This is an optimization exercise on Yosys and OpenROAD, whose aim is small area, a short achievable clock period and few clock cycles, not a production implementation.
Where RTL was checked, it was by simulation tests only, not by an equivalence proof against the original.
Function not checked in runs 1 and 3: the RTL went through the layout flow alone.
Power figures rest on the tool's default switching activity, not on a simulated workload.

[flow/design.v]
module sscs_core (
    input  wire        clk,
    input  wire        rst,
    input  wire        cmd_valid,
    input  wire [2:0]  cmd_op,
    input  wire [3:0]  cmd_idx,
    input  wire [15:0] cmd_data,
    output wire        cmd_ready,
    input  wire        intr,
    input  wire [3:0]  dbg_idx,
    output wire [15:0] dbg_rdata,
    output reg         halted,
    output reg         running,
    output reg  [2:0]  stop,
    output reg  [2:0]  stop_kind,
    output wire        mem_req,
    output wire        mem_we,
    output wire [11:0] mem_addr,
    output wire [15:0] mem_wdata,
    input  wire [15:0] mem_rdata,
    input  wire        mem_ack,
    output wire        trace_valid,
    output wire [15:0] trace_pc,
    output wire [15:0] trace_word,
    output wire [2:0]  trace_fault,
    output wire        out_valid,
    output wire        out_end,
    output wire [7:0]  out_data
);
    localparam CMD_STEP = 3'd1, CMD_RUN = 3'd2, CMD_CLEAR = 3'd3, CMD_SETREG = 3'd4;
    localparam STOP_NONE = 3'd0, STOP_HLT = 3'd1, STOP_HCF = 3'd2, STOP_INTR = 3'd3,
               STOP_RESET = 3'd4, STOP_FAULT = 3'd5;
    localparam F_NONE = 3'd0, F_SEG = 3'd1, F_ARITH = 3'd4, F_DIV0 = 3'd5, F_UNK = 3'd6;
    localparam S_IDLE = 3'd0, S_FETCH = 3'd1, S_EXEC = 3'd2, S_ITER = 3'd3, S_PRN = 3'd4;
    localparam OP_HLT = 6'd0,  OP_HCF = 6'd1,  OP_ADD = 6'd2,  OP_ADDI = 6'd3,
               OP_SUB = 6'd4,  OP_SUBI = 6'd5, OP_MUL = 6'd6,  OP_MULI = 6'd7,
               OP_DIV = 6'd8,  OP_DIVI = 6'd9, OP_MOD = 6'd10, OP_MODI = 6'd11,
               OP_AND = 6'd15, OP_ANDI = 6'd16, OP_OR = 6'd17, OP_ORI = 6'd18,
               OP_XOR = 6'd19, OP_XORI = 6'd20, OP_NOT = 6'd23, OP_SL = 6'd24,
               OP_SLI = 6'd25, OP_SR = 6'd26, OP_SRI = 6'd27, OP_TEQ = 6'd30,
               OP_TLT = 6'd31, OP_TGT = 6'd33, OP_B = 6'd40, OP_BAL = 6'd41,
               OP_BR = 6'd42, OP_BEQZ = 6'd43, OP_BNEZ = 6'd44, OP_LD = 6'd50,
               OP_LDL = 6'd51, OP_ST = 6'd52, OP_STL = 6'd53, OP_CPY = 6'd55,
               OP_CPYM = 6'd56, OP_RET = 6'd61, OP_PRN = 6'd62, OP_NOP = 6'd63;
    localparam R_ADD = 3'd0, R_AND = 3'd1, R_OR = 3'd2, R_XOR = 3'd3, R_SHL = 3'd4,
               R_SHR = 3'd5, R_CMP = 3'd6, R_OTH = 3'd7;
    localparam B_REG = 2'd0, B_IMM7 = 2'd1, B_IMM10 = 2'd2, B_ONES = 2'd3;
    function [4:0] bitlen;
        input [15:0] v;
        integer k;
        begin
            bitlen = 5'd0;
            for (k = 0; k < 16; k = k + 1)
                if (v[k]) bitlen = k + 1;
        end
    endfunction
    function [15:0] rev16;
        input [15:0] v;
        integer k;
        begin
            for (k = 0; k < 16; k = k + 1)
                rev16[k] = v[15 - k];
        end
    endfunction
    reg [15:0] x0, x1, x2, x3, x4, x5, x6, x7, x8, x9, x10;
    reg [2:0]  state;
    reg [15:0] ir;                 
    reg        intr_pend;
    reg [15:0] acc;                
    reg [15:0] quo;                
    reg [3:0]  cnt;                
    wire [15:0] pc = x10;
    function [15:0] rd8;
        input [2:0] s;
        begin
            case (s)
            3'd0: rd8 = x0;
            3'd1: rd8 = x1;
            3'd2: rd8 = x2;
            3'd3: rd8 = x3;
            3'd4: rd8 = x4;
            3'd5: rd8 = x5;
            3'd6: rd8 = x6;
            default: rd8 = x7;
            endcase
        end
    endfunction
    function [15:0] rd16;
        input [3:0] s;
        begin
            case (s)
            4'd0: rd16 = x0;
            4'd1: rd16 = x1;
            4'd2: rd16 = x2;
            4'd3: rd16 = x3;
            4'd4: rd16 = x4;
            4'd5: rd16 = x5;
            4'd6: rd16 = x6;
            4'd7: rd16 = x7;
            4'd8: rd16 = x8;
            4'd9: rd16 = x9;
            4'd10: rd16 = x10;
            default: rd16 = 16'd0;
            endcase
        end
    endfunction
    wire [5:0]  opcode = ir[5:0];
    wire [2:0]  op1    = ir[8:6];
    wire [2:0]  op2    = ir[11:9];
    wire [15:0] imm7   = {9'd0, ir[15:9]};
    wire [15:0] imm10  = {6'd0, ir[15:6]};
    wire [15:0] ra_val = rd8(op1);
    wire [15:0] rb_val = rd8(op2);
    function is;                   
        input [5:0] o;
        input [5:0] a, b, c, d;
        is = (o == a) || (o == b) || (o == c) || (o == d);
    endfunction
    wire       d_hlt  = (opcode == OP_HLT);
    wire       d_hcf  = (opcode == OP_HCF);
    wire       d_mul  = is(opcode, OP_MUL, OP_MULI, OP_MUL, OP_MUL);
    wire       d_div  = is(opcode, OP_DIV, OP_DIVI, OP_MOD, OP_MODI);
    wire       d_mod  = is(opcode, OP_MOD, OP_MODI, OP_MOD, OP_MOD);
    wire       d_prn  = (opcode == OP_PRN);
    wire       d_st   = (opcode == OP_ST);
    wire       d_stl  = (opcode == OP_STL);
    wire       d_mem  = is(opcode, OP_LD, OP_ST, OP_STL, OP_CPYM);
    wire       d_cmp  = is(opcode, OP_TEQ, OP_TLT, OP_TGT, OP_TGT);
    wire       d_zsub = is(opcode, OP_SUB, OP_SUBI, OP_SUB, OP_SUB);
    wire       d_sub  = d_zsub || d_div || d_cmp;
    wire       d_imm7 = is(opcode, OP_ADDI, OP_SUBI, OP_MULI, OP_DIVI) ||
                        is(opcode, OP_MODI, OP_ANDI, OP_ORI, OP_XORI) ||
                        is(opcode, OP_SLI, OP_SRI, OP_STL, OP_CPYM);
    wire [1:0] d_opb  = d_imm7 ? B_IMM7 : (opcode == OP_LDL) ? B_IMM10 :
                        (opcode == OP_NOT) ? B_ONES : B_REG;
    wire [2:0] d_res  = is(opcode, OP_AND, OP_ANDI, OP_AND, OP_AND) ? R_AND :
                        is(opcode, OP_OR, OP_ORI, OP_OR, OP_OR) ? R_OR :
                        is(opcode, OP_XOR, OP_XORI, OP_NOT, OP_NOT) ? R_XOR :
                        is(opcode, OP_SL, OP_SLI, OP_SL, OP_SL) ? R_SHL :
                        is(opcode, OP_SR, OP_SRI, OP_SR, OP_SR) ? R_SHR :
                        d_cmp ? R_CMP :
                        is(opcode, OP_BAL, OP_LD, OP_LDL, OP_CPY) || (opcode == OP_CPYM) ? R_OTH :
                        R_ADD;
    wire [1:0] d_oth  = is(opcode, OP_LD, OP_CPYM, OP_LD, OP_LD) ? 2'd1 :
                        (opcode == OP_BAL) ? 2'd2 : 2'd0;
    wire [1:0] d_dst  = is(opcode, OP_LD, OP_CPYM, OP_CPY, OP_CPY) ? 2'd1 :
                        d_cmp ? 2'd2 : (opcode == OP_BAL) ? 2'd3 : 2'd0;
    wire       d_alu  = (opcode >= OP_ADD && opcode <= OP_SUBI) ||
                        (opcode >= OP_AND && opcode <= OP_XORI) ||
                        (opcode >= OP_NOT && opcode <= OP_SRI);
    wire       d_wr   = d_alu || d_cmp || is(opcode, OP_BAL, OP_LD, OP_LDL, OP_CPY) ||
                        (opcode == OP_CPYM);
    wire       d_known = d_wr || d_mul || d_div || d_prn || d_hlt || d_hcf || d_st || d_stl ||
                        is(opcode, OP_B, OP_BR, OP_BEQZ, OP_BNEZ) || is(opcode, OP_RET, OP_NOP, OP_NOP, OP_NOP);
    wire        st_idle  = (state == S_IDLE);
    wire        st_fetch = (state == S_FETCH);
    wire        st_exec  = (state == S_EXEC);
    wire        st_iter  = (state == S_ITER);
    wire        st_prn   = (state == S_PRN);
    reg  [15:0] opb;
    always @(*) begin
        case (d_opb)
        B_REG:   opb = rb_val;
        B_IMM7:  opb = imm7;
        B_IMM10: opb = imm10;
        default: opb = 16'hffff;
        endcase
    end
    wire        big_n = |opb[15:4];
    wire [15:0] pc2   = {pc[15:1] + 15'd1, pc[0]};
    wire        ffault = (|pc[15:12]) || (&pc[11:0]);
    wire [16:0] addsub = {1'b0, ra_val} + {1'b0, opb ^ {16{d_sub}}} + {16'd0, d_sub};
    wire        borrow = !addsub[16];
    wire        a_eq_b = (addsub[15:0] == 16'd0);
    wire        cmp    = (opcode == OP_TEQ) ? a_eq_b :
                         (opcode == OP_TLT) ? borrow : (!borrow && !a_eq_b);
    wire        sh_rev  = (d_res == R_SHR);
    wire [15:0] sh_in   = (st_iter && d_div) ? opb : sh_rev ? rev16(ra_val) : ra_val;
    wire [3:0]  sh_amt  = st_iter ? cnt : opb[3:0];
    wire        sh_zero = st_exec ? big_n : st_prn;
    wire [15:0] shl     = sh_zero ? 16'd0 : (sh_in << sh_amt);
    wire        u_sub  = d_div;
    wire [16:0] u_sum  = {1'b0, acc} + {1'b0, shl ^ {16{u_sub}}} + {16'd0, u_sub | st_prn};
    wire [4:0]  bl_a   = bitlen(ra_val);
    wire [4:0]  bl_b   = bitlen(opb);
    wire [5:0]  d_sh   = {1'b0, bl_a} - {1'b0, bl_b};
    wire        m_bit  = opb[cnt];
    wire        m_over = ({1'b0, bl_a} + {2'b0, cnt}) > 6'd16;
    wire        m_done = ({1'b0, cnt} + 5'd1) >= bl_b;
    wire        m_flt  = m_bit && (u_sum[16] || m_over);
    wire        q_bit  = u_sum[16];
    wire        u_take = d_div ? q_bit : m_bit;
    wire [15:0] acc_nx = u_take ? u_sum[15:0] : acc;
    wire [15:0] quo_nx = {quo[14:0], q_bit};
    wire        u_done = d_div ? (cnt == 4'd0) : (m_done || m_flt);
    wire [15:0] u_res  = (d_div && !d_mod) ? quo_nx : acc_nx;
    wire        x7z = (x7 == 16'd0);
    reg  [15:0] npc;
    always @(*) begin
        case (opcode)
        OP_B, OP_BAL: npc = imm10;
        OP_BR:        npc = ra_val;
        OP_BEQZ:      npc = x7z ? imm10 : pc2;
        OP_BNEZ:      npc = x7z ? pc2 : imm10;
        OP_RET:       npc = x9;
        default:      npc = pc2;
        endcase
    end
    wire        seg_b   = (|rb_val[15:12]) || (&rb_val[11:0]);
    wire        prn_end = (mem_rdata[15:8] == 8'd0);
    wire        div0    = (opb == 16'd0);
    wire        is_add  = (opcode == OP_ADD) || (opcode == OP_ADDI);
    reg  [2:0]  fault;
    always @(*) begin
        fault = F_NONE;
        if (st_exec) begin
            if (ffault) fault = F_SEG;
            else if (!d_known) fault = F_UNK;
            else if (is_add && addsub[16]) fault = F_ARITH;
            else if (d_div && div0) fault = F_DIV0;
            else if (d_mem && !d_stl && !d_opb[0] && seg_b) fault = F_SEG;
        end else if (st_iter) begin
            if (!d_div && m_flt) fault = F_ARITH;
        end else if (st_prn) begin
            if (acc[12]) fault = F_SEG;
        end
    end
    wire        done = st_exec ? (ffault || !(d_mul || d_prn || (d_div && !div0))) :
                       st_iter ? u_done :
                       st_prn  ? (acc[12] || prn_end) : 1'b0;
    wire        fetched = st_iter || (st_exec && !d_mem);
    wire        adv      = mem_ack;                     
    wire        complete = !st_idle && adv && done;
    wire        sets_h   = (fault != F_NONE) || (st_exec && (d_hlt || d_hcf));
    wire        h_after  = halted || sets_h;
    wire        intr_any = intr || intr_pend;
    wire        cont     = running && !h_after && !intr_any;
    reg  [15:0] res;
    always @(*) begin
        case (d_res)
        R_ADD:   res = (d_zsub && borrow) ? 16'd0 : addsub[15:0];
        R_AND:   res = ra_val & opb;
        R_OR:    res = ra_val | opb;
        R_XOR:   res = ra_val ^ opb;
        R_SHL:   res = shl;
        R_SHR:   res = rev16(shl);
        R_CMP:   res = {15'd0, cmp};
        default: res = (d_oth == 2'd1) ? mem_rdata : (d_oth == 2'd2) ? pc2 : opb;
        endcase
    end
    wire        setreg = st_idle && cmd_valid && (cmd_op == CMD_SETREG);
    wire        wr_ok  = complete && (fault == F_NONE);
    reg  [3:0]  dst;
    reg         wen;
    always @(*) begin
        dst = 4'd0; wen = 1'b0;
        if (st_idle) begin
            dst = cmd_idx; wen = setreg;
        end else if (st_iter) begin
            wen = wr_ok;
        end else if (st_exec) begin
            wen = wr_ok && d_wr;
            case (d_dst)
            2'd0: dst = (opcode == OP_SUB && !borrow) ? {1'b0, op1} : 4'd0;
            2'd1: dst = {1'b0, op1};
            2'd2: dst = 4'd7;
            default: dst = 4'd9;
            endcase
        end
    end
    wire [15:0] wd    = rst ? 16'd0 : st_idle ? cmd_data : st_iter ? u_res : res;
    wire        pc_we = rst || (setreg && cmd_idx == 4'd10) || (complete && !(st_exec && ffault));
    wire [15:0] pc_wd = rst ? 16'd0 : st_idle ? cmd_data : npc;
    always @(posedge clk) begin
        if (rst || (wen && dst == 4'd0)) x0 <= wd;
        if (rst || (wen && dst == 4'd1)) x1 <= wd;
        if (rst || (wen && dst == 4'd2)) x2 <= wd;
        if (rst || (wen && dst == 4'd3)) x3 <= wd;
        if (rst || (wen && dst == 4'd4)) x4 <= wd;
        if (rst || (wen && dst == 4'd5)) x5 <= wd;
        if (rst || (wen && dst == 4'd6)) x6 <= wd;
        if (rst || (wen && dst == 4'd7)) x7 <= wd;
        if (rst || (wen && dst == 4'd8)) x8 <= wd;
        if (rst || (wen && dst == 4'd9)) x9 <= wd;
        if (pc_we) x10 <= pc_wd;
    end
    always @(posedge clk)
        if (adv && (st_fetch || (complete && fetched))) ir <= mem_rdata;
    always @(posedge clk) begin
        if (st_exec) begin
            acc <= d_prn ? imm10 : d_div ? ra_val : 16'd0;
            quo <= 16'd0;
            cnt <= (d_div && !d_sh[5]) ? d_sh[3:0] : 4'd0;
        end else if (adv && st_iter) begin
            acc <= acc_nx;
            quo <= quo_nx;
            cnt <= d_div ? cnt - 4'd1 : cnt + 4'd1;
        end else if (adv && st_prn) begin
            acc <= u_sum[15:0];
        end
    end
    always @(posedge clk) begin
        if (rst) begin
            state     <= S_IDLE;
            halted    <= 1'b1;
            running   <= 1'b0;
            stop      <= STOP_RESET;
            stop_kind <= F_NONE;
            intr_pend <= 1'b0;
        end else if (st_idle) begin
            if (intr) begin
                if (!halted) stop <= STOP_INTR;
                halted <= 1'b1;
            end
            if (cmd_valid) begin
                case (cmd_op)
                CMD_STEP: state <= S_FETCH;
                CMD_RUN: begin
                    running <= 1'b1;
                    state   <= S_FETCH;
                end
                CMD_CLEAR: begin
                    halted    <= 1'b0;
                    stop      <= STOP_NONE;
                    stop_kind <= F_NONE;
                end
                default: ;
                endcase
            end
        end else begin
            if (complete) begin
                intr_pend <= 1'b0;
                if (fault != F_NONE) begin
                    stop      <= STOP_FAULT;
                    stop_kind <= fault;
                end else if (st_exec && d_hlt) begin
                    stop      <= STOP_HLT;
                    stop_kind <= F_NONE;
                end else if (st_exec && d_hcf) begin
                    stop      <= STOP_HCF;
                    stop_kind <= F_NONE;
                end else if (intr_any && !halted) begin
                    stop      <= STOP_INTR;
                end
                halted <= h_after || intr_any;
                if (!cont) begin
                    running <= 1'b0;
                    state   <= S_IDLE;
                end else begin
                    state   <= fetched ? S_EXEC : S_FETCH;
                end
            end else begin
                if (intr) intr_pend <= 1'b1;
                if (adv) begin
                    if (st_fetch) state <= S_EXEC;
                    else if (st_exec) state <= d_prn ? S_PRN : S_ITER;
                end
            end
        end
    end
    assign cmd_ready  = st_idle;
    assign dbg_rdata  = rd16(dbg_idx);
    assign mem_req    = !st_idle;
    assign mem_we     = st_exec && !ffault && ((d_st && !seg_b) || d_stl);
    assign mem_addr   = st_prn   ? acc[11:0] :
                        st_fetch ? pc[11:0] :
                        (st_exec && d_mem) ? (d_opb[0] ? imm7[11:0] : rb_val[11:0]) : npc[11:0];
    assign mem_wdata  = ra_val;
    assign trace_valid = complete;
    assign trace_pc    = pc;
    assign trace_word  = (st_exec && ffault) ? 16'd0 : ir;
    assign trace_fault = fault;
    assign out_valid   = st_prn && adv && !acc[12];
    assign out_end     = prn_end;
    assign out_data    = mem_rdata[15:8];
endmodule
[flow/run.sh]
#!/bin/bash
# synth_recipe.tcl (not shown) runs the flow's synth.tcl, then flattens the netlist and writes it again
# the make line also repeats each setting of config.mk as NAME=value (left out here)
make -C /OpenROAD-flow-scripts/flow DESIGN_CONFIG=/design/flow/config.mk WORK_HOME=/design/flow/orfs CLKGATE_MAP_FILE= SYNTH_SCRIPT=/design/flow/synth_recipe.tcl finish
[flow/config.mk]
export PLATFORM = sky130hd
export DESIGN_NAME = sscs_core
export DESIGN_NICKNAME = sscs_core
export VERILOG_FILES = /design/flow/design.v
export SDC_FILE = /design/flow/constraint.sdc
export NUM_CORES = 4
export LEC_CHECK = 0
export CAP_MARGIN = 20
export CORE_MARGIN = 2
export CORE_UTILIZATION = 30
export SETUP_SLACK_MARGIN = 5
export SLEW_MARGIN = 20
[flow/constraint.sdc]
create_clock -name core_clock -period 12.0 [get_ports {clk}]
set_input_delay 2.4000 -clock core_clock [delete_from_list [all_inputs] [get_ports {clk}]]
set_output_delay 2.4000 -clock core_clock [all_outputs]
set_load 0.01 [all_outputs]
==> reports/metrics.cfg, run 1 <==
[power_and_ir_drop]
power_switching_mw=1.666
sequential_cell_fraction_of_total_power_pct=30.3
internal_power_mw=2.286
peakVddDrop_uv=115.6
cellPowerDensity_nw_per_um2=143.0
total_leakage_power_nw=10.46
power.share.switching_pct=42.16
pwr-share-comb_pct=46.1
clockPowerShare_pct=23.6
report.power.total_mw=3.953

[detailed_routing]
via_count=23502
postRouteWirelength_mm=129.1
detail-route-antenna-nets=0
post-route-drc-count=0
drt_pre_antenna_iters=8
viasPerCell=6.574
drt_iter0_markers=3933
routedWlPerCell_um=36.10

[placement]
port_buffers=148
globalplace.congestion=1.102
detailedPlacementHpwl_mm=93.97

[cts]
tritoncts_num_sinks=239
cts_hold_buf=0
tritoncts=built
path_clk_slew_ns=0.06
clk_path_buf_depth=3
maximum_level_of_the_cts_h_tree=1
cts_root_buf=sky130_fd_sc_hd__clkbuf_16
cts_buffers=31
insertion_delay_ns=0.64

[floorplanning]
start_util_pct=30.26
die_w_um=267.0
die_area_um2=71300
core_area_um2=68590
die_height_um=267.0
floorplan.rows=96
io-pin-count=149

[status]
status=no timing/DRC/antenna violations

[synthesis]
synth.ff_latch_count=239
synth-async-reset-ratio_pct=0
ys_dominant_reg_cell=sky130_fd_sc_hd__edfxtp_1
top_area_cell_type_share_of_the_netlist_area_pct=30.67
synth_area_per_cell_um2=8.977
synth_edf_count=212
post_synth_net_total=2451
synthesis.instances=2312
yosysSeqAreaShare_pct=33.28
ys_top_cells_by_area=sky130_fd_sc_hd__edfxtp_1, sky130_fd_sc_hd__ha_1, sky130_fd_sc_hd__nor2_1
synth.cells.most_frequent=sky130_fd_sc_hd__nor2_1, sky130_fd_sc_hd__edfxtp_1, sky130_fd_sc_hd__nand2_1
count_of_distinct_cell_types_in_the_synthesized_netlist=111
synth.most_common_cell=sky130_fd_sc_hd__nor2_1
post_synth_design_cell_area_um2=20750
synth_area_leader_cell=sky130_fd_sc_hd__edfxtp_1
yosys_warnings=1

[worst_setup_path]
timing.critical_path.slowest_stage_cell=sky130_fd_sc_hd__nor2b_1
r2r_slack_ns=4.45
critPathMaxStageDelay_ns=0.57
critPathArrivalTime_ns=6.39
type_of_element_launching_the_critical_path=flop
path_max_fanout=43
worstRegToRegCells=26
worst-setup-path-type=reg2out
critPathRequiredTime_ns=9.60
endpoint_kind=output pin
worst_r2r_endpoint=x7[10]
worst_r2r_startpoint=ir[11]

[global_routing]
global_route.usage.total_pct=34.88
grt_start_max_net_pins=50
initial_antenna_violation_count=12
grt_overflow_total=0
grt_pass1_wl_mm=175.1
grt_pass1_vias=22134

[timing]
finalHoldViolations=0
slew_headroom_pct=28.70
period_minus_slack_ns=8.794
finalSetupTns_ns=0
rsz0062_at_grt=true
max_clock_freq_mhz=113.7
final_count_of_negative_setup_slack_endpoints=0
timing_worst_slew_pin_value_ns=1.043
final_min_period_over_clock_period_pct=73.28
final_max_slew_viol_count=0
fin_worst_hold_slack_ns=0.4738
finClkSkew_ns=0.03210

[run]
max_cap_viol_count=0

[min_path]
worst_hold_path_type=reg2reg
min_path_cells=2
worstHoldStart=quo[14]
holdPathEnd=quo[14]

[finish]
area_growth_syn_to_layout_pct=33.19
regArea_um2=6907
layout-drive-gt1-share_pct=23.86
final_core_util_pct=40.31
final_net_count=2755
multi_input_area_um2=14010
layout.filler_cells=6823

[critical path, delay by kind of cell (launching register included)]
kind	cells	cell delay [ns]
flip-flops	1	0.36
adder cells (fa/ha/maj)	1	0.32
AND/OR/NAND/NOR	5	1.12
multiplexers	3	0.81
XOR/XNOR	1	0.15
AO/OA/AOI/OAI	10	2.11
buffers and inverters	5	0.81
[placed cells by master, fill, tap and decap left out, drive strengths merged, types with 45 or more instances in the layout]
| cell type | instances |
|---|---|
| a211oi | 50 |
| a21oi | 159 |
| a221oi | 84 |
| a31oi | 45 |
| buf | 285 |
| clkdlybuf4s50 | 136 |
| edfxtp | 212 |
| ha | 85 |
| inv | 83 |
| mux2i | 84 |
| nand2 | 178 |
| nand3 | 66 |
| nor2 | 230 |
| nor3 | 46 |
| o21ai | 123 |
| xnor2 | 66 |
[logic make-up after synthesis]
group                    share of synthesized area, %
adder cells (fa/ha/maj)                         5.703
buffers and inverters                           5.190
AND/OR/NAND/NOR                                 16.34
flip-flops                                      33.28
AO/OA/AOI/OAI                                   28.26
XOR/XNOR                                        3.545
multiplexers                                    7.686
[what timing repair did]
action                                 CTS  global route
pin swaps                               55            36
gates resized for setup                202           117
endpoints found under the hold margin    0             0
setup endpoints to repair              414           389
buffers inserted                       144            39
gates cloned                             3             4
[layer usage]
layer | vias to the layer above | track usage [%] | wire length, um
li1 | 9615 | - | -
met1 | 11522 | 45.03 | 49100
met2 | 1868 | 51.82 | 53480
met3 | 485 | 9.853 | 16360
met4 | 12 | 20.41 | 10030
met5 | - | 0 | 85
[per-stage QoR]
step	setup WS [ns]	cells	instance area, um^2
after floorplan	3.983	2312	20980
after global placement	1.861	3323	23630
after detailed placement	1.777	3323	23630
after CTS	3.171	3527	26740
after global routing	3.037	3573	27640
final	3.206	3575	27640
[sequential cells by signal, summed over array words and instances (netlist names), 3 cells and up]
register / cells
x9: 16
stop: 3
x5: 16
ir: 16
quo: 15
acc: 16
x10: 16
cnt: 4
x1: 16
stop_kind: 3
x6: 16
x8: 16
x4: 16
x7: 16
x3: 16
x2: 16
state: 3
x0: 16
[layout make-up]
type | count | share of cell area, %
Clock buffer | 34 | 2.847
Tap cell | 931 | 4.214
Clock inverter | 23 | 0.7559
Sequential cell | 239 | 24.98
Timing Repair Buffer | 431 | 15.23
Multi-Input combinational cell | 1833 | 50.68
Inverter | 80 | 1.245
Antenna cell | 4 | 0.03621
[power groups by stage]
stage / sequential [mW] / combinational, mW / clock (mW)
2_1_floorplan: 1.15 / 0.927 / 0
6_report: 1.20 / 1.82 / 0.935
5_1_grt: 1.20 / 1.90 / 0.970
4_1_cts: 1.19 / 1.68 / 0.937
3_5_place_dp: 1.21 / 1.54 / 0
3_3_place_gp: 1.20 / 1.55 / 0
[worst max-delay path by stage]
stage	from	end	slack (ns)	cells past startpoint
4_1_cts	ir[1]	trace_valid	3.17	26
3_3_place_gp	ir[5]	trace_valid	1.86	23
5_1_grt	ir[1]	trace_valid	3.04	29
3_5_place_dp	ir[5]	trace_valid	1.78	23
2_1_floorplan	ir[4]	trace_valid	3.98	28
6_report	ir[11]	trace_valid	3.21	25
==> run 2: changes to the inputs <==
--- a/flow/design.v
+++ b/flow/design.v
@@ -19,10 +19,10 @@
     output wire [15:0] mem_wdata,
     input  wire [15:0] mem_rdata,
     input  wire        mem_ack,
-    output wire        trace_valid,
-    output wire [15:0] trace_pc,
-    output wire [15:0] trace_word,
-    output wire [2:0]  trace_fault,
+    output reg         trace_valid,
+    output reg  [15:0] trace_pc,
+    output reg  [15:0] trace_word,
+    output reg  [2:0]  trace_fault,
     output wire        out_valid,
     output wire        out_end,
     output wire [7:0]  out_data
@@ -68,7 +68,8 @@
     reg        intr_pend;
     reg [15:0] acc;                
     reg [15:0] quo;                
-    reg [3:0]  cnt;                
+    reg [4:0]  cnt;                
+    reg        movf;               
     wire [15:0] pc = x10;
     function [15:0] rd8;
         input [2:0] s;
@@ -176,7 +177,7 @@
                          (opcode == OP_TLT) ? borrow : (!borrow && !a_eq_b);
     wire        sh_rev  = (d_res == R_SHR);
     wire [15:0] sh_in   = (st_iter && d_div) ? opb : sh_rev ? rev16(ra_val) : ra_val;
-    wire [3:0]  sh_amt  = st_iter ? cnt : opb[3:0];
+    wire [3:0]  sh_amt  = st_iter ? cnt[3:0] : opb[3:0];
     wire        sh_zero = st_exec ? big_n : st_prn;
     wire [15:0] shl     = sh_zero ? 16'd0 : (sh_in << sh_amt);
     wire        u_sub  = d_div;
@@ -184,16 +185,15 @@
     wire [4:0]  bl_a   = bitlen(ra_val);
     wire [4:0]  bl_b   = bitlen(opb);
     wire [5:0]  d_sh   = {1'b0, bl_a} - {1'b0, bl_b};
-    wire        m_bit  = opb[cnt];
-    wire        m_over = ({1'b0, bl_a} + {2'b0, cnt}) > 6'd16;
-    wire        m_done = ({1'b0, cnt} + 5'd1) >= bl_b;
+    wire        m_bit  = opb[cnt[3:0]] && !cnt[4];
+    wire        m_over = ({1'b0, bl_a} + {1'b0, cnt}) > 6'd16;
     wire        m_flt  = m_bit && (u_sum[16] || m_over);
     wire        q_bit  = u_sum[16];
     wire        u_take = d_div ? q_bit : m_bit;
     wire [15:0] acc_nx = u_take ? u_sum[15:0] : acc;
     wire [15:0] quo_nx = {quo[14:0], q_bit};
-    wire        u_done = d_div ? (cnt == 4'd0) : (m_done || m_flt);
-    wire [15:0] u_res  = (d_div && !d_mod) ? quo_nx : acc_nx;
+    wire        u_done = d_div ? (cnt == 5'd0) : (cnt >= bl_b);
+    wire [15:0] u_res  = !d_div ? acc : d_mod ? acc_nx : quo_nx;
     wire        x7z = (x7 == 16'd0);
     reg  [15:0] npc;
     always @(*) begin
@@ -220,7 +220,7 @@
             else if (d_div && div0) fault = F_DIV0;
             else if (d_mem && !d_stl && !d_opb[0] && seg_b) fault = F_SEG;
         end else if (st_iter) begin
-            if (!d_div && m_flt) fault = F_ARITH;
+            if (!d_div && movf) fault = F_ARITH;
         end else if (st_prn) begin
             if (acc[12]) fault = F_SEG;
         end
@@ -290,11 +290,13 @@
         if (st_exec) begin
             acc <= d_prn ? imm10 : d_div ? ra_val : 16'd0;
             quo <= 16'd0;
-            cnt <= (d_div && !d_sh[5]) ? d_sh[3:0] : 4'd0;
+            cnt <= (d_div && !d_sh[5]) ? {1'b0, d_sh[3:0]} : 5'd0;
+            movf <= 1'b0;
         end else if (adv && st_iter) begin
             acc <= acc_nx;
             quo <= quo_nx;
-            cnt <= d_div ? cnt - 4'd1 : cnt + 4'd1;
+            cnt <= d_div ? cnt - 5'd1 : cnt + 5'd1;
+            movf <= movf || m_flt;
         end else if (adv && st_prn) begin
             acc <= u_sum[15:0];
         end
@@ -366,10 +368,12 @@
                         st_fetch ? pc[11:0] :
                         (st_exec && d_mem) ? (d_opb[0] ? imm7[11:0] : rb_val[11:0]) : npc[11:0];
     assign mem_wdata  = ra_val;
-    assign trace_valid = complete;
-    assign trace_pc    = pc;
-    assign trace_word  = (st_exec && ffault) ? 16'd0 : ir;
-    assign trace_fault = fault;
+    always @(posedge clk) begin
+        trace_valid <= complete && !rst;
+        trace_pc    <= pc;
+        trace_word  <= (st_exec && ffault) ? 16'd0 : ir;
+        trace_fault <= fault;
+    end
     assign out_valid   = st_prn && adv && !acc[12];
     assign out_end     = prn_end;
     assign out_data    = mem_rdata[15:8];
--- a/flow/config.mk
+++ b/flow/config.mk
@@ -5,8 +5,9 @@
 export SDC_FILE = /design/flow/constraint.sdc
 export NUM_CORES = 4
 export LEC_CHECK = 0
+export ABC_CLOCK_PERIOD_IN_PS = 5000
 export CAP_MARGIN = 20
 export CORE_MARGIN = 2
-export CORE_UTILIZATION = 30
+export CORE_UTILIZATION = 40
 export SETUP_SLACK_MARGIN = 5
 export SLEW_MARGIN = 20
==> reports/metrics.cfg, run 2 <==
[global_routing]
grt_overflow_total=0
initial_antenna_violation_count=9
grt_pass1_vias=22347
grt_pass1_wl_mm=173.9
global_route.usage.total_pct=43.85
grt_start_max_net_pins=59

[synthesis]
yosys_warnings=1
synthesis.instances=2391
post_synth_net_total=2530
count_of_distinct_cell_types_in_the_synthesized_netlist=112
top_area_cell_type_share_of_the_netlist_area_pct=29.67
yosysSeqAreaShare_pct=35.61
synth.most_common_cell=sky130_fd_sc_hd__nand2_1
post_synth_design_cell_area_um2=21560
ys_dominant_reg_cell=sky130_fd_sc_hd__edfxtp_1
synth_edf_count=213
synth.cells.most_frequent=sky130_fd_sc_hd__nand2_1, sky130_fd_sc_hd__edfxtp_1, sky130_fd_sc_hd__nor2_1
synth-async-reset-ratio_pct=0
synth_area_per_cell_um2=9.016
synth.ff_latch_count=277
synth_area_leader_cell=sky130_fd_sc_hd__edfxtp_1
ys_top_cells_by_area=sky130_fd_sc_hd__edfxtp_1, sky130_fd_sc_hd__dfxtp_1, sky130_fd_sc_hd__ha_1

[placement]
placed_cell_area_um2=23860
place_ws_ns=2.171
globalplace.congestion=1.092
port_buffers=148
detailedPlacementHpwl_mm=92.44

[worst_setup_path]
endpoint_kind=output pin
worst-setup-path-type=in2out
critPathRequiredTime_ns=9.60
critPathArrivalTime_ns=4.63
type_of_element_launching_the_critical_path=primary input
path_max_fanout=4

[timing]
finalHoldViolations=0
fin_worst_hold_slack_ns=0.4476
finClkSkew_ns=0.02463
setup_slack_ns=4.966
rsz0062_at_grt=false
final_min_period_over_clock_period_pct=58.61
max_clock_freq_mhz=142.2
finalSetupTns_ns=0
slew_headroom_pct=26.53
final_count_of_negative_setup_slack_endpoints=0
timing_worst_slew_pin_value_ns=1.100
final_max_slew_viol_count=0
period_minus_slack_ns=7.034

[finish]
final_net_count=2776
most-common-layout-cells=sky130_fd_sc_hd__edfxtp_1, sky130_fd_sc_hd__nand2_1, sky130_fd_sc_hd__buf_4, sky130_fd_sc_hd__nor2_1, sky130_fd_sc_hd__a21oi_1
area_growth_syn_to_layout_pct=27.01
layout_commonest_cell=sky130_fd_sc_hd__edfxtp_1
regArea_um2=7677
layout-drive-gt1-share_pct=20.05
layout.filler_cells=5074
multi_input_area_um2=13800
layout.cell_area.non_filler_um2=27380

[detailed_routing]
drt_pre_antenna_iters=7
detail-route-antenna-nets=0
drt_iter0_markers=3635
via_count=23925
routedWlPerCell_um=37.61
viasPerCell=7.110
post-route-drc-count=0
postRouteWirelength_mm=126.6

[power_and_ir_drop]
peakVddDrop_uv=153.6
total_leakage_power_nw=10.49
cellPowerDensity_nw_per_um2=322.1

[status]
status=no timing/DRC/antenna violations

[floorplanning]
start_util_pct=40.22
io-pin-count=149
floorplan.rows=85
core_area_um2=53600
die_height_um=236.1
die_w_um=236.1
die_area_um2=55760

[cts]
tritoncts_num_sinks=277
tritoncts=built
clk_path_buf_depth=3
maximum_level_of_the_cts_h_tree=2
cts_root_buf=sky130_fd_sc_hd__clkbuf_16
insertion_delay_ns=0.58
cts_hold_buf=0
cts_buffers=35
path_clk_slew_ns=0.05

[run]
max_cap_viol_count=0

[min_path]
worst_hold_path_type=reg2reg

==> run 2: cell types whose count changed after synthesis, moves of 25 or more <==
cell                       before  now
sky130_fd_sc_hd__nand2_1      176  222
sky130_fd_sc_hd__o221ai_1      21   49
sky130_fd_sc_hd__dfxtp_1       27   64
sky130_fd_sc_hd__nor2_1       227  194
sky130_fd_sc_hd__a221oi_1      82   55
sky130_fd_sc_hd__a22oi_1       32   57
==> run 2: per-layer routing <==
metal  track usage, %  part of all wire (%)  wire [um]
met3            12.32                    12      14750
met4            29.09                   8.2      10390
met2            67.34                    43      54880
met5                0                 0.037         47
met1            53.82                    37      46490
==> run 2: area by class of cell <==
class,count,area share [%]
clock inverters,14,0.5210
repair buffers,382,12.89
well taps,696,3.181
multi-input cells,1862,50.40
diodes,5,0.04570
inverters,79,1.138
clock buffers,50,3.784
flip-flops and latches,277,28.04
==> run 2: what timing repair did <==
action / CTS / global route
setup endpoints to repair: 418 / 355
buffers inserted: 78 / 69
cloned: 3 / 1
gates resized for setup: 128 / 121
pin swaps: 23 / 44
==> run 2: cells by family (layout without fill, tap and decap cells) <==
| family | after synthesis | in the layout | share of synthesized area, % |
|---|---|---|---|
| compound gates | 864 | 866 | 28.91 |
| xor+xnor | 80 | 80 | 3.250 |
| flops | 277 | 277 | 35.61 |
| simple gates | 727 | 728 | 16.42 |
| other cells | 0 | 5 | 0 |
| fa+ha+maj | 91 | 91 | 5.491 |
| buf+inv | 255 | 525 | 5.299 |
| mux | 97 | 97 | 5.015 |
==> run 2: report_power, final <==
| part | leakage, nW | internal, mW | switching (mW) |
|---|---|---|---|
| Combinational | 7.24 | 2.08 | 3.71 |
| Sequential | 2.67 | 1.52 | 0.411 |
| Clock | 0.578 | 0.632 | 0.459 |
==> run 2: per-stage QoR <==
| step | utilization [%] | instances | power, mW |
|---|---|---|---|
| 2_1_floorplan | - | 2391 | 4.724 |
| 3_3_place_gp | 44.50 | 3144 | 6.857 |
| 3_5_place_dp | 44.51 | 3144 | 6.854 |
| 4_1_cts | 48.96 | 3289 | 8.200 |
| 5_1_grt | 51.06 | 3360 | 9.083 |
| 6_report | 51.08 | 3365 | 8.819 |
==> run 2: worst paths after layout <==
check / slack (ns) / endpoint / startpoint / depth (start not counted)
min: 0.45 / stop_kind[1] / stop_kind[1] / 2
max: 4.97 / out_end / mem_rdata[12] / 4
max reg2reg: 5.05 / x8[0] / ir[1] / 22
min reg2reg: 0.45 / stop_kind[1] / stop_kind[1] / 2
==> run 2: critical path, cell delays in order <==
cell and delay (ns):
sky130_fd_sc_hd__clkdlybuf4s50_1 0.60, sky130_fd_sc_hd__or4_1 0.65, sky130_fd_sc_hd__nor2_2 0.35, sky130_fd_sc_hd__clkdlybuf4s50_1 0.62
Testbench counts of run 2, summed over its fixed seeds: cycles 52,093.
==> run 3: changes to the inputs <==
--- a/flow/design.v
+++ b/flow/design.v
@@ -45,13 +45,19 @@
     localparam R_ADD = 3'd0, R_AND = 3'd1, R_OR = 3'd2, R_XOR = 3'd3, R_SHL = 3'd4,
                R_SHR = 3'd5, R_CMP = 3'd6, R_OTH = 3'd7;
     localparam B_REG = 2'd0, B_IMM7 = 2'd1, B_IMM10 = 2'd2, B_ONES = 2'd3;
-    function [4:0] bitlen;
+    function [3:0] msb;
         input [15:0] v;
-        integer k;
+        reg [7:0] v8;
+        reg [3:0] v4;
+        reg [1:0] v2;
         begin
-            bitlen = 5'd0;
-            for (k = 0; k < 16; k = k + 1)
-                if (v[k]) bitlen = k + 1;
+            msb[3] = |v[15:8];
+            v8     = msb[3] ? v[15:8] : v[7:0];
+            msb[2] = |v8[7:4];
+            v4     = msb[2] ? v8[7:4] : v8[3:0];
+            msb[1] = |v4[3:2];
+            v2     = msb[1] ? v4[3:2] : v4[1:0];
+            msb[0] = v2[1];
         end
     endfunction
     function [15:0] rev16;
@@ -182,17 +188,18 @@
     wire [15:0] shl     = sh_zero ? 16'd0 : (sh_in << sh_amt);
     wire        u_sub  = d_div;
     wire [16:0] u_sum  = {1'b0, acc} + {1'b0, shl ^ {16{u_sub}}} + {16'd0, u_sub | st_prn};
-    wire [4:0]  bl_a   = bitlen(ra_val);
-    wire [4:0]  bl_b   = bitlen(opb);
-    wire [5:0]  d_sh   = {1'b0, bl_a} - {1'b0, bl_b};
+    wire [3:0]  msb_a  = msb(ra_val);
+    wire [3:0]  msb_b  = msb(opb);
+    wire        b_nz   = |opb;
+    wire [4:0]  d_sh   = {1'b0, msb_a} - {1'b0, msb_b};
     wire        m_bit  = opb[cnt[3:0]] && !cnt[4];
-    wire        m_over = ({1'b0, bl_a} + {1'b0, cnt}) > 6'd16;
+    wire        m_over = ({1'b0, msb_a} + {1'b0, cnt[3:0]}) > 5'd15;
     wire        m_flt  = m_bit && (u_sum[16] || m_over);
     wire        q_bit  = u_sum[16];
     wire        u_take = d_div ? q_bit : m_bit;
     wire [15:0] acc_nx = u_take ? u_sum[15:0] : acc;
     wire [15:0] quo_nx = {quo[14:0], q_bit};
-    wire        u_done = d_div ? (cnt == 5'd0) : (cnt >= bl_b);
+    wire        u_done = d_div ? (cnt == 5'd0) : (!b_nz || cnt > {1'b0, msb_b});
     wire [15:0] u_res  = !d_div ? acc : d_mod ? acc_nx : quo_nx;
     wire        x7z = (x7 == 16'd0);
     reg  [15:0] npc;
@@ -208,7 +215,7 @@
     end
     wire        seg_b   = (|rb_val[15:12]) || (&rb_val[11:0]);
     wire        prn_end = (mem_rdata[15:8] == 8'd0);
-    wire        div0    = (opb == 16'd0);
+    wire        div0    = !b_nz;
     wire        is_add  = (opcode == OP_ADD) || (opcode == OP_ADDI);
     reg  [2:0]  fault;
     always @(*) begin
@@ -290,7 +297,7 @@
         if (st_exec) begin
             acc <= d_prn ? imm10 : d_div ? ra_val : 16'd0;
             quo <= 16'd0;
-            cnt <= (d_div && !d_sh[5]) ? {1'b0, d_sh[3:0]} : 5'd0;
+            cnt <= (d_div && !d_sh[4]) ? {1'b0, d_sh[3:0]} : 5'd0;
             movf <= 1'b0;
         end else if (adv && st_iter) begin
             acc <= acc_nx;
==> flow/flow/run.sh (new file) <==
#!/bin/bash
set -euo pipefail
bash standard.sh SETUP_SLACK_MARGIN=5.8 finish > standard.log 2>&1
==> flow/standard.sh (new file) <==
#!/bin/bash
# synth_recipe.tcl (not shown) runs the flow's synth.tcl, then flattens the netlist and writes it again
# the make line also repeats each setting of config.mk as NAME=value (left out here)
make -C /OpenROAD-flow-scripts/flow DESIGN_CONFIG=/design/flow/config.mk WORK_HOME=/design/flow/orfs CLKGATE_MAP_FILE= SYNTH_SCRIPT=/design/flow/synth_recipe.tcl "${@:-finish}"
--- a/flow/config.mk
+++ b/flow/config.mk
@@ -5,9 +5,7 @@
 export SDC_FILE = /design/flow/constraint.sdc
 export NUM_CORES = 4
 export LEC_CHECK = 0
-export ABC_CLOCK_PERIOD_IN_PS = 5000
 export CAP_MARGIN = 20
 export CORE_MARGIN = 2
 export CORE_UTILIZATION = 40
-export SETUP_SLACK_MARGIN = 5
 export SLEW_MARGIN = 20
removed: flow/run.sh
==> reports/metrics.cfg, run 3 <==
[status]
status=no timing/DRC/antenna violations

[detailed_routing]
detail-route-antenna-nets=0
drt_iter0_markers=3978
routedWlPerCell_um=37.92
post-route-drc-count=0
drt_pre_antenna_iters=10
via_count=24241
postRouteWirelength_mm=128.4
viasPerCell=7.161

[worst_setup_path]
critPathArrivalTime_ns=7.19
path_max_fanout=8
critPathRequiredTime_ns=12.28
worst_r2r_endpoint=x4[6]
worst_r2r_startpoint=ir[1]
worstSetupEndpoint=x4[6]
worst-setup-path-type=reg2reg
r2r_slack_ns=5.09
timing.critical_path.slowest_stage_cell=sky130_fd_sc_hd__o21ai_0
endpoint_kind=flop
worstRegToRegCells=29
critPathMaxStageDelay_ns=0.59
crit_start=ir[1]
type_of_element_launching_the_critical_path=flop

[synthesis]
yosys_warnings=1
synth-async-reset-ratio_pct=0
count_of_distinct_cell_types_in_the_synthesized_netlist=106
post_synth_net_total=2506
synth.most_common_cell=sky130_fd_sc_hd__nand2_1
top_area_cell_type_share_of_the_netlist_area_pct=30.19
post_synth_design_cell_area_um2=21190
yosysSeqAreaShare_pct=36.23
synth_area_leader_cell=sky130_fd_sc_hd__edfxtp_1
ys_top_cells_by_area=sky130_fd_sc_hd__edfxtp_1, sky130_fd_sc_hd__dfxtp_1, sky130_fd_sc_hd__ha_1
synth.cells.most_frequent=sky130_fd_sc_hd__nand2_1, sky130_fd_sc_hd__edfxtp_1, sky130_fd_sc_hd__nor2_1
synthesis.instances=2371
synth.ff_latch_count=277
synth_edf_count=213
ys_dominant_reg_cell=sky130_fd_sc_hd__edfxtp_1
synth_area_per_cell_um2=8.936

[floorplanning]
die_w_um=234.2
io-pin-count=149
start_util_pct=40.40
floorplan.rows=84
die_area_um2=54830
core_area_um2=52450
die_height_um=234.2

[global_routing]
grt_pass1_vias=22279
grt_overflow_total=0
grt_pass1_wl_mm=172.7
grt_start_max_net_pins=55
initial_antenna_violation_count=5
global_route.usage.total_pct=45.23

[timing]
final_count_of_negative_setup_slack_endpoints=0
rsz0062_at_grt=true
finalSetupTns_ns=0
finClkSkew_ns=0.03556
period_minus_slack_ns=6.911
timing_worst_slew_pin_value_ns=1.272
finalHoldViolations=0
max_clock_freq_mhz=144.7
final_min_period_over_clock_period_pct=57.59
setup_slack_ns=5.089
final_max_slew_viol_count=0
slew_headroom_pct=15.14

[finish]
layout.filler_cells=4726
final_net_count=2806
multi_input_area_um2=14100
area_growth_syn_to_layout_pct=34.36
final_core_util_pct=54.28
regArea_um2=7677
layout_commonest_cell=sky130_fd_sc_hd__nand2_1
layout.cells.non_filler=3385
most-common-layout-cells=sky130_fd_sc_hd__nand2_1, sky130_fd_sc_hd__edfxtp_1, sky130_fd_sc_hd__buf_4, sky130_fd_sc_hd__nor2_1, sky130_fd_sc_hd__o21ai_0
layout-drive-gt1-share_pct=25.31

[placement]
globalplace.congestion=1.048
detailedPlacementHpwl_mm=89.80
port_buffers=148
placed_cells_incl_taps=3114
place_ws_ns=2.719

[power_and_ir_drop]
total_leakage_power_nw=10.99
report.power.total_mw=8.819
power_switching_mw=4.601
power.share.switching_pct=52.17
peakVddDrop_uv=218.3
clockPowerShare_pct=12.0
cellPowerDensity_nw_per_um2=309.8
pwr-share-comb_pct=67.0
internal_power_mw=4.218
sequential_cell_fraction_of_total_power_pct=21.1

[cts]
path_clk_slew_ns=0.06
insertion_delay_ns=0.57
tritoncts=built
clk_path_buf_depth=3
cts_buffers=34
cts_root_buf=sky130_fd_sc_hd__clkbuf_16
cts_hold_buf=0
maximum_level_of_the_cts_h_tree=2
tritoncts_num_sinks=277

[run]
max_cap_viol_count=0

[min_path]
worst_hold_path_type=reg2reg
worstHoldStart=quo[14]

## run 3: how the worst min path moves through the flow
stage	cells after the start	to
4_1_cts	2	quo[14]
6_report	2	quo[14]
3_3_place_gp	2	quo[14]
3_5_place_dp	2	quo[14]
5_1_grt	2	quo[14]
2_1_floorplan	0	trace_pc[10]
## run 3: repair_timing
action / in CTS / in global routing
pin swaps: 93 / 46
resized for setup: 428 / 87
gates cloned: 11 / 3
setup buffers: 151 / 43
setup endpoints to repair: 419 / 410
## run 3: logic make-up (layout without fill, tap and decap cells)
| family | count (synthesis) | in the layout | share of synthesized area (%) |
|---|---|---|---|
| fa+ha+maj | 87 | 87 | 5.350 |
| mux | 109 | 109 | 5.474 |
| buf+inv | 250 | 568 | 5.126 |
| flops | 277 | 277 | 36.23 |
| compound gates | 818 | 824 | 27.88 |
| other cells | 0 | 2 | 0 |
| simple gates | 749 | 749 | 16.59 |
| xor+xnor | 81 | 81 | 3.348 |
## run 3: area by class of cell
type                    instances  share of cell area, %
repair buffers                428                  15.35
multi-input cells            1850                  49.54
flip-flops and latches        277                  26.97
inverters                      80                  1.187
diodes                          2                0.01758
clock buffers                  40                  3.292
clock inverters                20                 0.6241
well taps                     688                  3.024
## run 3: worst max-delay path, delay by kind of cell (launching register included)
kind	cells	cell delay, ns
simple gates	9	1.47
buf+inv	3	0.46
flops	1	0.51
fa+ha+maj	2	0.59
mux	1	0.38
xor+xnor	1	0.16
compound gates	13	3.02
## run 3: power groups by stage
stage | logic [mW] | registers, mW | clock network [mW]
after floorplan | 2.74 | 1.64 | 0
after global placement | 4.66 | 1.84 | 0
after detailed placement | 4.64 | 1.84 | 0
after CTS | 5.45 | 1.81 | 1.05
after global routing | 6.07 | 1.85 | 1.09
final | 5.91 | 1.86 | 1.06
## run 3: routing by layer
layer / track usage, % / part of all wire (%) / vias up
met3: 14.63 / 14 / 653
met1: 55.75 / 35 / 11672
met4: 32.95 / 9.9 / 4
met2: 66.18 / 41 / 2107
li1: - / - / 9805
met5: 0 / 0.019 / -
## run 3: through the flow
stage / hold WS [ns] / instance area (um^2)
2_1_floorplan: 0.3866 / 21480
3_3_place_gp: 0.4416 / 23610
3_5_place_dp: 0.4472 / 23610
4_1_cts: 0.4576 / 27650
5_1_grt: 0.4736 / 28460
6_report: 0.4582 / 28470
==> run 4: changes to the inputs <==
--- a/flow/design.v
+++ b/flow/design.v
@@ -72,8 +72,8 @@
     reg [2:0]  state;
     reg [15:0] ir;                 
     reg        intr_pend;
-    reg [15:0] acc;                
-    reg [15:0] quo;                
+    wire [15:0] acc = trace_pc;    
+    wire [15:0] quo = trace_word;  
     reg [4:0]  cnt;                
     reg        movf;               
     wire [15:0] pc = x10;
@@ -123,23 +123,42 @@
         input [5:0] a, b, c, d;
         is = (o == a) || (o == b) || (o == c) || (o == d);
     endfunction
+    function f_imm7;
+        input [5:0] o;
+        f_imm7 = is(o, OP_ADDI, OP_SUBI, OP_MULI, OP_DIVI) ||
+                 is(o, OP_MODI, OP_ANDI, OP_ORI, OP_XORI) ||
+                 is(o, OP_SLI, OP_SRI, OP_STL, OP_CPYM);
+    endfunction
+    function [1:0] f_opb;
+        input [5:0] o;
+        f_opb = f_imm7(o) ? B_IMM7 : (o == OP_LDL) ? B_IMM10 : (o == OP_NOT) ? B_ONES : B_REG;
+    endfunction
+    function f_div;
+        input [5:0] o;
+        f_div = is(o, OP_DIV, OP_DIVI, OP_MOD, OP_MODI);
+    endfunction
+    function f_sub;
+        input [5:0] o;
+        f_sub = is(o, OP_SUB, OP_SUBI, OP_TEQ, OP_TLT) || (o == OP_TGT) || f_div(o);
+    endfunction
+    localparam N_PC2 = 3'd0, N_IMM = 3'd1, N_REG = 3'd2, N_BEQZ = 3'd3, N_BNEZ = 3'd4, N_RA = 3'd5;
+    function [2:0] f_br;
+        input [5:0] o;
+        f_br = is(o, OP_B, OP_BAL, OP_B, OP_B) ? N_IMM : (o == OP_BR) ? N_REG :
+               (o == OP_BEQZ) ? N_BEQZ : (o == OP_BNEZ) ? N_BNEZ : (o == OP_RET) ? N_RA : N_PC2;
+    endfunction
+    reg  [1:0] d_opb;
+    reg        d_sub, d_div, d_shr, d_mem;
+    reg  [2:0] d_br;
     wire       d_hlt  = (opcode == OP_HLT);
     wire       d_hcf  = (opcode == OP_HCF);
     wire       d_mul  = is(opcode, OP_MUL, OP_MULI, OP_MUL, OP_MUL);
-    wire       d_div  = is(opcode, OP_DIV, OP_DIVI, OP_MOD, OP_MODI);
     wire       d_mod  = is(opcode, OP_MOD, OP_MODI, OP_MOD, OP_MOD);
     wire       d_prn  = (opcode == OP_PRN);
     wire       d_st   = (opcode == OP_ST);
     wire       d_stl  = (opcode == OP_STL);
-    wire       d_mem  = is(opcode, OP_LD, OP_ST, OP_STL, OP_CPYM);
     wire       d_cmp  = is(opcode, OP_TEQ, OP_TLT, OP_TGT, OP_TGT);
     wire       d_zsub = is(opcode, OP_SUB, OP_SUBI, OP_SUB, OP_SUB);
-    wire       d_sub  = d_zsub || d_div || d_cmp;
-    wire       d_imm7 = is(opcode, OP_ADDI, OP_SUBI, OP_MULI, OP_DIVI) ||
-                        is(opcode, OP_MODI, OP_ANDI, OP_ORI, OP_XORI) ||
-                        is(opcode, OP_SLI, OP_SRI, OP_STL, OP_CPYM);
-    wire [1:0] d_opb  = d_imm7 ? B_IMM7 : (opcode == OP_LDL) ? B_IMM10 :
-                        (opcode == OP_NOT) ? B_ONES : B_REG;
     wire [2:0] d_res  = is(opcode, OP_AND, OP_ANDI, OP_AND, OP_AND) ? R_AND :
                         is(opcode, OP_OR, OP_ORI, OP_OR, OP_OR) ? R_OR :
                         is(opcode, OP_XOR, OP_XORI, OP_NOT, OP_NOT) ? R_XOR :
@@ -181,7 +200,7 @@
     wire        a_eq_b = (addsub[15:0] == 16'd0);
     wire        cmp    = (opcode == OP_TEQ) ? a_eq_b :
                          (opcode == OP_TLT) ? borrow : (!borrow && !a_eq_b);
-    wire        sh_rev  = (d_res == R_SHR);
+    wire        sh_rev  = d_shr;
     wire [15:0] sh_in   = (st_iter && d_div) ? opb : sh_rev ? rev16(ra_val) : ra_val;
     wire [3:0]  sh_amt  = st_iter ? cnt[3:0] : opb[3:0];
     wire        sh_zero = st_exec ? big_n : st_prn;
@@ -204,13 +223,13 @@
     wire        x7z = (x7 == 16'd0);
     reg  [15:0] npc;
     always @(*) begin
-        case (opcode)
-        OP_B, OP_BAL: npc = imm10;
-        OP_BR:        npc = ra_val;
-        OP_BEQZ:      npc = x7z ? imm10 : pc2;
-        OP_BNEZ:      npc = x7z ? pc2 : imm10;
-        OP_RET:       npc = x9;
-        default:      npc = pc2;
+        case (d_br)
+        N_IMM:   npc = imm10;
+        N_REG:   npc = ra_val;
+        N_BEQZ:  npc = x7z ? imm10 : pc2;
+        N_BNEZ:  npc = x7z ? pc2 : imm10;
+        N_RA:    npc = x9;
+        default: npc = pc2;
         endcase
     end
     wire        seg_b   = (|rb_val[15:12]) || (&rb_val[11:0]);
@@ -292,20 +311,38 @@
         if (pc_we) x10 <= pc_wd;
     end
     always @(posedge clk)
-        if (adv && (st_fetch || (complete && fetched))) ir <= mem_rdata;
+        if (adv && (st_fetch || (complete && fetched))) begin
+            ir    <= mem_rdata;
+            d_opb <= f_opb(mem_rdata[5:0]);
+            d_sub <= f_sub(mem_rdata[5:0]);
+            d_div <= f_div(mem_rdata[5:0]);
+            d_shr <= is(mem_rdata[5:0], OP_SR, OP_SRI, OP_SR, OP_SR);
+            d_mem <= is(mem_rdata[5:0], OP_LD, OP_ST, OP_STL, OP_CPYM);
+            d_br  <= f_br(mem_rdata[5:0]);
+        end
+    always @(posedge clk) begin
+        trace_valid <= complete && !rst;
+        trace_fault <= fault;
+        if (complete) begin
+            trace_pc   <= pc;
+            trace_word <= (st_exec && ffault) ? 16'd0 : ir;
+        end else if (st_exec) begin
+            trace_pc   <= d_prn ? imm10 : d_div ? ra_val : 16'd0;
+            trace_word <= 16'd0;
+        end else if (adv && st_iter) begin
+            trace_pc   <= acc_nx;
+            trace_word <= quo_nx;
+        end else if (adv && st_prn) begin
+            trace_pc   <= u_sum[15:0];
+        end
+    end
     always @(posedge clk) begin
         if (st_exec) begin
-            acc <= d_prn ? imm10 : d_div ? ra_val : 16'd0;
-            quo <= 16'd0;
-            cnt <= (d_div && !d_sh[4]) ? {1'b0, d_sh[3:0]} : 5'd0;
+            cnt  <= (d_div && !d_sh[4]) ? {1'b0, d_sh[3:0]} : 5'd0;
             movf <= 1'b0;
         end else if (adv && st_iter) begin
-            acc <= acc_nx;
-            quo <= quo_nx;
-            cnt <= d_div ? cnt - 5'd1 : cnt + 5'd1;
+            cnt  <= d_div ? cnt - 5'd1 : cnt + 5'd1;
             movf <= movf || m_flt;
-        end else if (adv && st_prn) begin
-            acc <= u_sum[15:0];
         end
     end
     always @(posedge clk) begin
@@ -375,12 +412,6 @@
                         st_fetch ? pc[11:0] :
                         (st_exec && d_mem) ? (d_opb[0] ? imm7[11:0] : rb_val[11:0]) : npc[11:0];
     assign mem_wdata  = ra_val;
-    always @(posedge clk) begin
-        trace_valid <= complete && !rst;
-        trace_pc    <= pc;
-        trace_word  <= (st_exec && ffault) ? 16'd0 : ir;
-        trace_fault <= fault;
-    end
     assign out_valid   = st_prn && adv && !acc[12];
     assign out_end     = prn_end;
     assign out_data    = mem_rdata[15:8];
==> flow/flow/run.sh (replaced) <==
#!/bin/bash
set -euo pipefail
bash standard.sh SETUP_SLACK_MARGIN=6.0 finish > standard.log 2>&1
--- a/flow/config.mk
+++ b/flow/config.mk
@@ -7,5 +7,5 @@
 export LEC_CHECK = 0
 export CAP_MARGIN = 20
 export CORE_MARGIN = 2
-export CORE_UTILIZATION = 40
+export CORE_UTILIZATION = 60
 export SLEW_MARGIN = 20
==> reports/metrics.cfg, run 4 <==
[cts]
cts_root_buf=sky130_fd_sc_hd__clkbuf_16
tritoncts_num_sinks=255
maximum_level_of_the_cts_h_tree=1
cts_hold_buf=0
clk_path_buf_depth=3
cts_buffers=30

[floorplanning]
die_w_um=192.9
die_height_um=192.9
start_util_pct=60.63
floorplan.rows=69
io-pin-count=149

[synthesis]
post_synth_design_cell_area_um2=21410
synth.most_common_cell=sky130_fd_sc_hd__edfxtp_1
synth.ff_latch_count=255
synth_area_per_cell_um2=9.176
yosys.area_share.simple_pct=15.53
synth_edf_count=238
synth_adder_area_share_pct=5.190
synth_mux_area_share_pct=6.669
synth_xor_xnor_area_share_pct=3.396
synth.cells.most_frequent=sky130_fd_sc_hd__edfxtp_1, sky130_fd_sc_hd__nand2_1, sky130_fd_sc_hd__nor2_1
post_synth_net_total=2466
synthesis.instances=2333
synth_compound_area_share_pct=28.83
synth-async-reset-ratio_pct=0
yosys_warnings=1
top_area_cell_type_share_of_the_netlist_area_pct=33.38
yosysSeqAreaShare_pct=34.97
synth_area_leader_cell=sky130_fd_sc_hd__edfxtp_1
count_of_distinct_cell_types_in_the_synthesized_netlist=105
ys_dominant_reg_cell=sky130_fd_sc_hd__edfxtp_1
ys_top_cells_by_area=sky130_fd_sc_hd__edfxtp_1, sky130_fd_sc_hd__ha_1, sky130_fd_sc_hd__mux2i_1
synth_top_family_by_area=compound AO/OA/AOI/OAI gates

[placement]
place_ws_ns=3.805
globalplace.congestion=1.174
port_buffers=148
detailedPlacementHpwl_mm=76.67

[global_routing]
grt_start_max_net_pins=37
grt_pass1_vias=28412
grt_overflow_total=7
global_route.usage.total_pct=74.60
grt_pass1_wl_mm=198.1

[status]
status=aborted with a tool error
flow.stopped_at=global routing (5_1_grt)
error=[ERROR GRT-0116] Global routing finished with congestion. Check the congestion regions in the DRC Viewer.

==> run 4: changes by cell type after synthesis, sizes merged, moves of 17 or more <==
cell	before	now
nor2	214	188
o21ai	170	134
mux2i	75	92
edfxtp	213	238
dfxtp	64	17
nand3	81	47
a21oi	129	154
a22oi	30	59
nand2	233	195
==> run 4: how the worst max path moves through the flow <==
stage,slack (ns),from,endpoint
floorplan,5.96,dbg_idx[1],dbg_rdata[3]
global placement,3.69,dbg_idx[1],dbg_rdata[15]
detailed placement,3.80,dbg_idx[1],dbg_rdata[14]
CTS,5.72,dbg_idx[1],dbg_rdata[14]
==> run 4: through the flow <==
stage                     hold WS (ns)  total power [mW]  cell area [um^2]  std cells
after CTS                       0.4915             3.674             28410       3144
after detailed placement        0.4803             2.479             23240       2834
after global placement          0.4678             2.460             23220       2833
after floorplan                 0.4415             1.964             21520       2333
==> run 4: cell families after synthesis <==
kind of cell	count (synthesis)
fa+ha+maj	86
flops	255
buf+inv	257
compound gates	843
xor+xnor	83
mux	131
simple gates	678
==> run 4: metal layers <==
layer  GRT overflow  global-route usage, %
met1              1                  76.80
met2              0                  88.10
met3              4                  61.87
met4              2                  65.41
met5              0                  53.57
==> run 4: what timing repair did <==
action	CTS
endpoints found under the setup margin	487
pin swaps	114
resized for setup	556
gates cloned	18
buffers inserted	238
==> run 4: power groups by stage <==
| stage | clock, mW | sequential (mW) | combinational [mW] |
|---|---|---|---|
| after floorplan | 0 | 1.18 | 0.787 |
| after global placement | 0 | 1.24 | 1.22 |
| after detailed placement | 0 | 1.24 | 1.24 |
| after CTS | 0.902 | 1.22 | 1.55 |
Testbench counts of run 4, summed over its fixed seeds: cycles 52,093.
==> run 5: changes to the inputs <==
==> flow/run.sh (new file) <==
#!/bin/bash
# synth_recipe.tcl (not shown) runs the flow's synth.tcl, then flattens the netlist and writes it again
# the make line also repeats each setting of config.mk as NAME=value (left out here)
make -C /OpenROAD-flow-scripts/flow DESIGN_CONFIG=/design/flow/config.mk WORK_HOME=/design/flow/orfs CLKGATE_MAP_FILE= SYNTH_SCRIPT=/design/flow/synth_recipe.tcl finish
--- a/flow/config.mk
+++ b/flow/config.mk
@@ -7,5 +7,6 @@
 export LEC_CHECK = 0
 export CAP_MARGIN = 20
 export CORE_MARGIN = 2
-export CORE_UTILIZATION = 60
+export CORE_UTILIZATION = 52
+export SETUP_SLACK_MARGIN = 5
 export SLEW_MARGIN = 20
removed: flow/flow/run.sh
removed: flow/standard.sh
==> reports/metrics.cfg, run 5 <==
[status]
status=no timing/DRC/antenna violations

[timing]
finalSetupTns_ns=0
period_minus_slack_ns=7.029
final_max_slew_viol_count=0
fin_worst_hold_slack_ns=0.5018
max_clock_freq_mhz=142.3
timing_worst_slew_pin_value_ns=1.126
finClkSkew_ns=0.04671
finalHoldViolations=0
final_count_of_negative_setup_slack_endpoints=0
rsz0062_at_grt=true
final_min_period_over_clock_period_pct=58.58
slew_headroom_pct=24.15

[worst_setup_path]
path_max_fanout=4
type_of_element_launching_the_critical_path=primary input
critPathMostFrequentCell=sky130_fd_sc_hd__clkdlybuf4s50_1
worstRegToRegCells=23
endpoint_kind=output pin
worst-setup-path-type=in2out
critPathRequiredTime_ns=9.60
critPathArrivalTime_ns=4.63
timing.critical_path.slowest_stage_cell=sky130_fd_sc_hd__or4_1
critPathMaxStageDelay_ns=0.70
critical_path_cell_list=clkdlybuf4s50_1 -> or4_1 -> nor2_2 -> clkdlybuf4s50_1

[synthesis]
synth.cells.most_frequent=sky130_fd_sc_hd__edfxtp_1, sky130_fd_sc_hd__nand2_1, sky130_fd_sc_hd__nor2_1
synth.ff_latch_count=255
synth_area_leader_cell=sky130_fd_sc_hd__edfxtp_1
yosys_warnings=1
synth_edf_count=238
synth_area_per_cell_um2=9.176
ys_top_cells_by_area=sky130_fd_sc_hd__edfxtp_1, sky130_fd_sc_hd__ha_1, sky130_fd_sc_hd__mux2i_1
post_synth_design_cell_area_um2=21410
synth-async-reset-ratio_pct=0
post_synth_net_total=2466
ys_dominant_reg_cell=sky130_fd_sc_hd__edfxtp_1
yosysSeqAreaShare_pct=34.97
synth.most_common_cell=sky130_fd_sc_hd__edfxtp_1
count_of_distinct_cell_types_in_the_synthesized_netlist=105
synthesis.instances=2333
top_area_cell_type_share_of_the_netlist_area_pct=33.38

[cts]
clk_path_buf_depth=3
tritoncts=built
tritoncts_num_sinks=255
cts_root_buf=sky130_fd_sc_hd__clkbuf_16
insertion_delay_ns=0.64
cts_buffers=30
path_clk_slew_ns=0.06
maximum_level_of_the_cts_h_tree=1

[floorplanning]
die_height_um=206.9
start_util_pct=52.55
floorplan.rows=74
die_area_um2=42810
die_w_um=206.9
io-pin-count=149
core_area_um2=40740

[power_and_ir_drop]
cellPowerDensity_nw_per_um2=142.0
total_leakage_power_nw=9.291
report.power.total_mw=3.612
peakVddDrop_uv=147.7

[global_routing]
grt_start_max_net_pins=65
grt_pass1_wl_mm=153.3
global_route.usage.total_pct=50.19
initial_antenna_violation_count=6
grt_pass1_vias=21694
grt_overflow_total=0

[placement]
placed_cell_area_um2=23370
globalplace.congestion=1.142
detailedPlacementHpwl_mm=81.01
port_buffers=148

[detailed_routing]
detail-route-antenna-nets=0
routedWlPerCell_um=36.61
drt_iter0_markers=4460
post-route-drc-count=0
via_count=23455
drt_pre_antenna_iters=14
viasPerCell=7.782
postRouteWirelength_mm=110.4

[finish]
most-common-layout-cells=sky130_fd_sc_hd__edfxtp_1, sky130_fd_sc_hd__nand2_1, sky130_fd_sc_hd__nor2_1, sky130_fd_sc_hd__clkdlybuf4s50_1, sky130_fd_sc_hd__a21oi_1
layout.cell_area.non_filler_um2=25440
layout_commonest_cell=sky130_fd_sc_hd__edfxtp_1
layout.filler_cells=3419
final_net_count=2591
area_growth_syn_to_layout_pct=18.85
layout-drive-gt1-share_pct=14.51
final_core_util_pct=62.45

[min_path]
min_path_cells=2
worst_hold_path_type=reg2reg

[run]
max_cap_viol_count=0

## run 5: cell counts after synthesis
Identical to the previous run, type by type.
## run 5: cell type report
| class | count | area (um^2) | area share, % |
|---|---|---|---|
| inverters | 86 | 329.1 | 1.293 |
| flip-flops and latches | 255 | 7487 | 29.43 |
| multi-input cells | 1822 | 13400 | 52.66 |
| clock buffers | 35 | 810.8 | 3.187 |
| repair buffers | 263 | 2545 | 10.00 |
| diodes | 1 | 2.502 | 0.009835 |
| clock inverters | 20 | 203.9 | 0.8016 |
| well taps | 532 | 665.6 | 2.616 |
## run 5: cells by family after synthesis
| group | after synthesis | synth area share (%) |
|---|---|---|
| adders and majority gates | 86 | 5.190 |
| DFF | 255 | 34.97 |
| buffers and inverters | 257 | 5.412 |
| xor gates and xnor gates | 83 | 3.396 |
| AOI/OAI and AO/OA | 843 | 28.83 |
| and+or+nand+nor | 678 | 15.53 |
| muxes | 131 | 6.669 |
## run 5: final timing paths
kind / slack, ns / endpoint / from
setup / recovery: 4.97 / out_end / mem_rdata[13]
hold / removal: 0.50 / running / running
setup reg to reg: 5.09 / x1[0] / ir[10]
hold reg to reg: 0.50 / running / running
## run 5: what timing repair did
item / 4_1_cts / 5_1_grt
gates cloned: 0 / 4
setup buffers: 17 / 20
setup endpoints to repair: 453 / 361
resized for setup: 93 / 59
pin swaps: 7 / 12
hold buffers: 0 / 0
hold endpoints to repair: 0 / 0
## run 5: worst max-delay path, delay by kind of cell
family	cells	cell delay [ns]
buffers and inverters	2	1.20
AND/OR/NAND/NOR	2	1.03
## run 5: metal layers
metal,track usage (%),routed length [um]
met1,65.03,38930
met2,70.21,43850
met3,19.67,18700
met4,30.24,8818
met5,0.9217,66
## run 5: through the flow
step,cells,worst slack (ns)
after floorplan,2333,5.440
after global placement,2917,3.746
after detailed placement,2917,3.507
after CTS,2989,5.010
after global routing,3014,4.934
final,3014,4.971
## run 5: report_power, final
group	switching, mW	internal [mW]	leakage, nW
clock	0.421	0.531	0.495
sequential	0.131	1.11	2.50
combinational	0.899	0.522	6.29
total	1.45	2.16	9.29

-- separate check: timing with driven ports --
Ports are ideal in the flow. The routed layouts listed here were re-timed in OpenROAD. Step 1, drivers: a clkbuf_16 drives clk and a buf_2 each remaining input, both assumed. Step 2 moves the port delays by t, midway between the first and last clock arrival at a register: inputs arrive t later, outputs are due t later. That takes back most of the time a late clock gives input paths. Slacks: ideal / step 1 / step 2; pairs: ideal / step 1.
run | t, ns | setup WS [ns] | worst setup path after step 2 | pins driven straight from the clock port
run 1 | 0.688 | 3.206 / 3.140 / 3.828 | register to output | 1
run 2 | 0.633 | 4.966 / 4.942 / 4.942 | input to output | 1
run 3 | 0.621 | 5.089 / 5.089 / 5.089 | register to register | 1
run 5 | 0.675 | 4.971 / 4.913 / 4.944 | input to output | 1
After both steps setup and hold are still met in every run listed. For run 5, which loses most, drivers alone change the setup slack by -0.058 ns; drivers and shift together by -0.027 ns.
